From an optimization exercise on the open Yosys and OpenROAD flow, aimed at small area, a short achievable clock period and few clock cycles; shortcuts taken in it are not production practice.
The RTL was checked by simulation tests, not by an equivalence proof against the original design.
Power figures rest on the tool's default switching activity, not on a simulated workload.

Setup of v25:
==> flow/design.v (excerpt) <==
module intlit_parse (
    input  wire        clk,
    input  wire        rst,
    input  wire        cmd_valid,
    output wire        cmd_ready,
    input  wire [31:0] cmd,
    input  wire [31:0] soft_code,
    input  wire [31:0] hard_code,
    input  wire        tok_empty,
    input  wire        ch_valid,
    output wire        ch_ready,
    input  wire [7:0]  ch_data,
    input  wire        ch_last,
    output wire        rsp_valid,
    input  wire        rsp_ready,
    output wire [3:0]  rsp_status,
    output wire [31:0] rsp_code,
    output wire [31:0] rsp_word0,
    output wire [31:0] rsp_word1
);
Size: roughly 210 I/O pins, roughly 14000 µm² of cells after synthesis.
Settings: LEC_CHECK=0, CAP_MARGIN=20, CORE_MARGIN=2, CORE_UTILIZATION=55, SETUP_SLACK_MARGIN=2.5, SLEW_MARGIN=20, SYNTH_HIERARCHICAL=1; clock period 7.0 ns.
standard.sh (not shown) runs the stock make flow with config.mk's settings and CLKGATE_MAP_FILE= SYNTH_SCRIPT=/design/flow/synth_recipe.tcl, a recipe that flattens the netlist after the stock synthesis.
==> flow/flow/run.sh <==
#!/bin/bash
# Standard ORFS layout, but with the port buffers built from the smallest
# plain buffer (buf_1) instead of the delay buffer buffer_ports picks by
# default, and with power recovery (downsizing of gates off the critical
# paths) after global routing; the resizer upsizes port buffers where timing
# or fanout needs it.
set -euo pipefail
bash standard.sh synth > synth.log 2>&1
bash standard.sh "BUFFER_PORTS_ARGS=-buffer_cell sky130_fd_sc_hd__buf_1" "RECOVER_POWER=100" finish > layout.log 2>&1
v25: all stages done; final checks FAILED (capacitance limit, slew limit).
Testbench counts of v25, summed over its fixed seeds: cycles 23,027.
Input-level comparison between v37 and v25:
Settings: TNS_END_PERCENT newly set to 100; CORE_UTILIZATION changed from 55 to 65.
==> flow/flow/run.sh <==
#!/bin/bash
# Standard ORFS layout, but with the port buffers built from the smallest
# plain buffer (buf_1) instead of the delay buffer buffer_ports picks by
# default; the resizer upsizes them where timing or fanout needs it.
set -euo pipefail
bash standard.sh synth > synth.log 2>&1
bash standard.sh "BUFFER_PORTS_ARGS=-buffer_cell sky130_fd_sc_hd__buf_1" finish > layout.log 2>&1
Findings:
Status v25: flow complete, layout not clean - capacitance limit, slew limit. v37 | status: complete | timing, DRC, antenna: pass. v37 against v25: multi-input combinational area share climbed 0.52 points, area of the core dropped 16%. Total global routing track utilization ends up lower on v25. v37 vs. v25: first-pass GRT wire length now larger, aggregate routed wire length increased by about 4% relative to the old numbers, design internal power went up. Non-clock buffer count ends up higher on v25. Between v37 and v25, cell count after placement is higher for v25, v37 comes in under that. Compared with v25, v37 shows a met3 track demand over resource that is 3.8 points higher. | area of all placed cells without fillers | v25 vs v37 | ≈ equal |.

========
The RTL this note starts from:
==> flow/design.v <==
module intlit_parse (
    input  wire        clk,
    input  wire        rst,
    input  wire        cmd_valid,
    output wire        cmd_ready,
    input  wire [31:0] cmd,
    input  wire [31:0] soft_code,
    input  wire [31:0] hard_code,
    input  wire        tok_empty,
    input  wire        ch_valid,
    output wire        ch_ready,
    input  wire [7:0]  ch_data,
    input  wire        ch_last,
    output wire        rsp_valid,
    input  wire        rsp_ready,
    output wire [3:0]  rsp_status,
    output wire [31:0] rsp_code,
    output wire [31:0] rsp_word0,
    output wire [31:0] rsp_word1
);
    localparam [3:0] P_START  = 4'd0;   
    localparam [3:0] P_NEG    = 4'd1;   
    localparam [3:0] P_BANG   = 4'd2;   
    localparam [3:0] P_BANG0  = 4'd3;   
    localparam [3:0] P_ZERO   = 4'd4;   
    localparam [3:0] P_HEXPFX = 4'd5;   
    localparam [3:0] P_HEX    = 4'd6;   
    localparam [3:0] P_DEC    = 4'd7;   
    localparam [3:0] P_ERR    = 4'd8;   
    reg        s_tok;
    reg        s_rsp;
    reg        ref_cmd;     
    reg        ref_type;    
    reg        sgn;         
    reg  [5:0] wm1;         
    reg [31:0] soft_q;
    reg [31:0] hard_q;
    reg  [3:0] pstate;
    reg        neg_q;
    reg [63:0] acc;         
    reg        ovf;         
    wire cmd_fire = cmd_valid && cmd_ready;
    wire ch_fire  = ch_valid && s_tok;
    assign cmd_ready = !s_tok && (!s_rsp || rsp_ready);
    assign ch_ready  = s_tok;
    assign rsp_valid = s_rsp;
    always @(posedge clk) begin
        if (rst) begin
            s_tok <= 1'b0;
            s_rsp <= 1'b0;
        end else if (cmd_fire) begin
            s_tok <= !tok_empty;
            s_rsp <= tok_empty;
        end else if (ch_fire && ch_last) begin
            s_tok <= 1'b0;
            s_rsp <= 1'b1;
        end else if (s_rsp && rsp_ready) begin
            s_rsp <= 1'b0;
        end
    end
    always @(posedge clk) begin
        if (cmd_fire) begin
            ref_cmd  <= (cmd[3:0] != 4'h1) || cmd[4] || (cmd[7:6] != 2'b00) ||
                        (cmd[31:16] != 16'h0000);
            ref_type <= (cmd[15:8] == 8'd0) || (cmd[15:8] > 8'd64);
            sgn      <= cmd[5];
            wm1      <= cmd[13:8] - 6'd1;
            soft_q   <= soft_code;
            hard_q   <= hard_code;
        end
    end
    wire       is_dec   = (ch_data >= "0") && (ch_data <= "9");
    wire       is_alpha = ((ch_data >= "a") && (ch_data <= "f")) ||
                          ((ch_data >= "A") && (ch_data <= "F"));
    wire       is_hex   = is_dec || is_alpha;
    wire [3:0] hex_val  = is_alpha ? (ch_data[3:0] + 4'd9) : ch_data[3:0];
    wire hexmode = (pstate == P_HEXPFX) || (pstate == P_HEX);
    wire acc_en  = ch_fire && (hexmode ? is_hex : is_dec);
    wire [2:0]  lo  = {1'b0, acc[1:0]} + {1'b0, ch_data[3:1]};
    wire        c2  = lo[2];
    wire [60:0] gg, pp, p0;
    ilp_mul5_pg u_pg (.a(acc), .g(gg), .p(pp), .p0(p0));
    wire [61:0] cy  = {gg | (pp & {61{c2}}), c2};      
    wire [63:0] dec_next = {p0 ^ cy[60:0], lo[1:0], ch_data[0]};
    wire        dec_ovf  = (acc[63:61] != 3'd0) || cy[61];
    wire [63:0] hex_next = {acc[59:0], hex_val};
    wire        hex_ovf  = acc[63:60] != 4'd0;
    wire [63:0] acc_next = hexmode ? hex_next : dec_next;
    wire        ovf_next = ovf || (hexmode ? hex_ovf : dec_ovf);
    wire [63:0] ge_wm1;
    ilp_therm u_therm (.t(wm1), .ge(ge_wm1));
    wire [63:0] ge_w = {ge_wm1[62:0], 1'b0};
    wire [3:0] hi_w_d, hi_wm1_d, lo_wm1_d;
    ilp_anyset u_hi_w   (.a(acc_next), .m(ge_w),    .y(hi_w_d));      
    ilp_anyset u_hi_wm1 (.a(acc_next), .m(ge_wm1),  .y(hi_wm1_d));    
    ilp_anyset u_lo_wm1 (.a(acc_next), .m(~ge_wm1), .y(lo_wm1_d));    
    reg [3:0] hi_w_q, hi_wm1_q, lo_wm1_q;
    always @(posedge clk) begin
        if (cmd_fire) begin
            acc    <= 64'd0;
            ovf    <= 1'b0;
            hi_w_q   <= 4'd0;
            hi_wm1_q <= 4'd0;
            lo_wm1_q <= 4'd0;
        end else if (acc_en) begin
            acc    <= acc_next;
            ovf    <= ovf_next;
            hi_w_q   <= hi_w_d;
            hi_wm1_q <= hi_wm1_d;
            lo_wm1_q <= lo_wm1_d;
        end
    end
    always @(posedge clk) begin
        if (cmd_fire) begin
            pstate <= P_START;
            neg_q  <= 1'b0;
        end else if (ch_fire) begin
            case (pstate)
                P_START: begin
                    if (ch_data == "-")      pstate <= P_NEG;
                    else if (ch_data == "!") pstate <= P_BANG;
                    else if (ch_data == "0") pstate <= P_ZERO;
                    else if (is_dec)         pstate <= P_DEC;
                    else                     pstate <= P_ERR;
                    neg_q <= (ch_data == "-");
                end
                P_NEG: begin
                    if (ch_data == "0")      pstate <= P_ZERO;
                    else if (is_dec)         pstate <= P_DEC;
                    else                     pstate <= P_ERR;
                end
                P_BANG:  pstate <= (ch_data == "0") ? P_BANG0  : P_ERR;
                P_BANG0: pstate <= (ch_data == "x") ? P_HEXPFX : P_ERR;
                P_ZERO: begin
                    if (ch_data == "x")      pstate <= P_HEXPFX;
                    else if (is_dec)         pstate <= P_DEC;
                    else                     pstate <= P_ERR;
                end
                P_HEXPFX: pstate <= is_hex ? P_HEX : P_ERR;
                P_HEX:    pstate <= is_hex ? P_HEX : P_ERR;
                P_DEC:    pstate <= is_dec ? P_DEC : P_ERR;
                default:  pstate <= P_ERR;
            endcase
        end
    end
    wire        w_gt32 = wm1[5];
    wire [63:0] lz;
    ilp_prefix_or u_lz (.a(acc), .y(lz));
    wire        hi_w   = |hi_w_q;
    wire        hi_wm1 = |hi_wm1_q;
    wire        lo_wm1 = |lo_wm1_q;
    wire        nz     = hi_wm1 || lo_wm1;
    wire refused  = ref_cmd || ref_type;
    wire form_dec = (pstate == P_ZERO) || (pstate == P_DEC);
    wire form_hex = (pstate == P_HEX);
    wire nomatch  = !refused && !(form_dec || form_hex);
    wire parsed   = !refused && (form_dec || form_hex);
    wire m_w      = !neg_q && (form_hex || !sgn);    
    wire m_wm1    = !neg_q && !form_hex && sgn;      
    wire m_half   = neg_q && sgn;                    
    wire m_zero   = neg_q && !sgn;                   
    wire m_ext    = !neg_q && form_hex && sgn;       
    wire bad   = ovf || (m_w && hi_w) || (m_wm1 && hi_wm1) ||
                 (m_half && (hi_w || (hi_wm1 && lo_wm1))) || (m_zero && nz);
    wire ok    = parsed && !bad;
    wire oor   = parsed && bad;           
    wire ext   = m_ext && hi_wm1;
    wire [63:0] pattern = neg_q ? (acc ^ {lz[62:0], 1'b0}) : (acc | ({64{ext}} & ge_w));
    assign rsp_status = ref_cmd  ? 4'h8 :
                        ref_type ? 4'h9 :
                        nomatch  ? 4'h1 :
                        oor      ? 4'h2 : 4'h0;
    assign rsp_code   = ({32{nomatch}} & soft_q) | ({32{oor}} & hard_q);
    assign rsp_word0  = {32{ok}} & pattern[31:0];
    assign rsp_word1  = {32{ok && w_gt32}} & pattern[63:32];
endmodule
module ilp_mul5_pg (
    input  wire [63:0] a,
    output reg  [60:0] g,
    output reg  [60:0] p,
    output reg  [60:0] p0
);
    integer j, l, k;
    always @(*) begin
        for (j = 0; j < 61; j = j + 1) begin
            g[j]  = a[j] & a[j + 2];
            p[j]  = a[j] ^ a[j + 2];
            p0[j] = p[j];
        end
        for (l = 0; l < 6; l = l + 1)
            for (j = 0; j < 61; j = j + 1)
                if ((j >> l) & 1) begin
                    k = ((j >> l) << l) - 1;
                    g[j] = g[j] | (p[j] & g[k]);
                    p[j] = p[j] & p[k];
                end
    end
endmodule
module ilp_therm (
    input  wire [5:0]  t,
    output reg  [63:0] ge
);
    integer i;
    always @(*) for (i = 0; i < 64; i = i + 1) ge[i] = (i >= t);
endmodule
module ilp_anyset (
    input  wire [63:0] a,
    input  wire [63:0] m,
    output wire [3:0]  y
);
    wire [63:0] am = a & m;
    assign y = {|am[63:48], |am[47:32], |am[31:16], |am[15:0]};
endmodule
module ilp_prefix_or (
    input  wire [63:0] a,
    output reg  [63:0] y
);
    integer m, n, q;
    always @(*) begin
        y = a;
        for (n = 0; n < 6; n = n + 1)
            for (m = 0; m < 64; m = m + 1)
                if ((m >> n) & 1) begin
                    q = ((m >> n) << n) - 1;
                    y[m] = y[m] | y[q];
                end
    end
endmodule
clock: 7.0 ns
lec_check: 0
cap_margin: 10
core_margin: 2
core_utilization: 55
setup_slack_margin: 2.5
slew_margin: 10
synth_hierarchical: 1
==> flow/flow/run.sh <==
#!/bin/bash
# Standard ORFS layout, but with the port buffers built from the smallest
# plain buffer (buf_1) instead of the delay buffer buffer_ports picks by
# default; the resizer upsizes them where timing or fanout needs it.
set -euo pipefail
bash standard.sh synth > synth.log 2>&1
bash standard.sh "BUFFER_PORTS_ARGS=-buffer_cell sky130_fd_sc_hd__buf_1" finish > layout.log 2>&1
Testbench counts at the start, summed over its fixed seeds: cycles 23,027.
==> next run, changes <==
--- a/flow/config.mk
+++ b/flow/config.mk
@@ -8 +8 @@
-export CAP_MARGIN = 10
+export CAP_MARGIN = 20
@@ -10,0 +11 @@
+export CTS_BUF_LIST = sky130_fd_sc_hd__clkbuf_4 sky130_fd_sc_hd__clkbuf_8
@@ -12 +13 @@
-export SLEW_MARGIN = 10
+export SLEW_MARGIN = 20
Result: The changed run finished clean. Routed wire length decreases by 1.5%. Hold slack gains 0.010 ns. Utilization decreases by 0.89 points. Power falls by 10%.
==> next run, changes <==
--- a/flow/config.mk
+++ b/flow/config.mk
@@ -11,2 +11 @@
-export CTS_BUF_LIST = sky130_fd_sc_hd__clkbuf_4 sky130_fd_sc_hd__clkbuf_8
-export SETUP_SLACK_MARGIN = 2.5
+export SETUP_SLACK_MARGIN = 2.75
Outcome:
- synthesized cell count is unchanged
- routed wire length rises by 3.3%
- maximum frequency rises by about 4%
- non-clock buffer count rises by 10
- worst setup slack gets better by 0.17 ns
- clock-buffer cell count is unchanged
- total power rises by about 13%
- register-to-register slack gets better by 0.25 ns
- sequential cell count is unchanged
- global-route usage rises by 0.38 points
- combinational power rises by about 14%
==> next run, changes <==
--- a/flow/config.mk
+++ b/flow/config.mk
@@ -11 +11,2 @@
-export SETUP_SLACK_MARGIN = 2.75
+export PLACE_DENSITY = 0.75
+export SETUP_SLACK_MARGIN = 2.5
The changed run finished with timing, DRC and antenna clean; sequential power is about the same; final cell count goes down by 0.44%; sequential share of layout area goes up by 0.71 points; routed wire length is about the same.

-- re-timing with driven ports --
The results above use ideal ports. As a check the final layouts listed here were re-extracted and re-timed, cells and wires unchanged.
Step 1 sets driving cells, clkbuf_16 on the clock port and buf_2 on the other inputs (assumed; they add their load-dependent delay and slew).
Step 2 moves the port delays by t, midway between the first and last clock arrival at a register: inputs arrive t later, outputs are due t later. That takes back most of the time a late clock gives input paths.
Three values: ideal ports, drivers, drivers and shift; two values: the first two.
run | shift t [ns] | slack for setup (ns) | hold WS [ns] | worst setup path after step 2 | slew at the worst register clock pin (ns)
v25 | 0.478 | 1.667 / 1.617 / 1.872 | 0.472 / 0.472 / 0.472 | register to register | 0.08 / 0.08
v37 | 0.487 | 2.540 / 2.487 / 2.413 | 0.465 / 0.465 / 0.465 | input to register | 0.08 / 0.08
the first run of note 2 | 0.488 | 2.623 / 2.572 / 2.415 | 0.464 / 0.464 / 0.464 | input to register | 0.08 / 0.08
the second run of note 2 | 0.520 | 2.555 / 2.509 / 2.475 | 0.474 / 0.474 / 0.474 | input to register | 0.12 / 0.12
the third run of note 2 | 0.481 | 2.725 / 2.676 / 2.462 | 0.470 / 0.470 / 0.470 | input to register | 0.08 / 0.08
the fourth run of note 2 | 0.482 | 2.582 / 2.536 / 2.348 | 0.457 / 0.457 / 0.457 | input to register | 0.08 / 0.08
For the third run of note 2, which loses most, drivers alone change the setup slack by -0.049 ns; drivers and shift together by -0.263 ns.
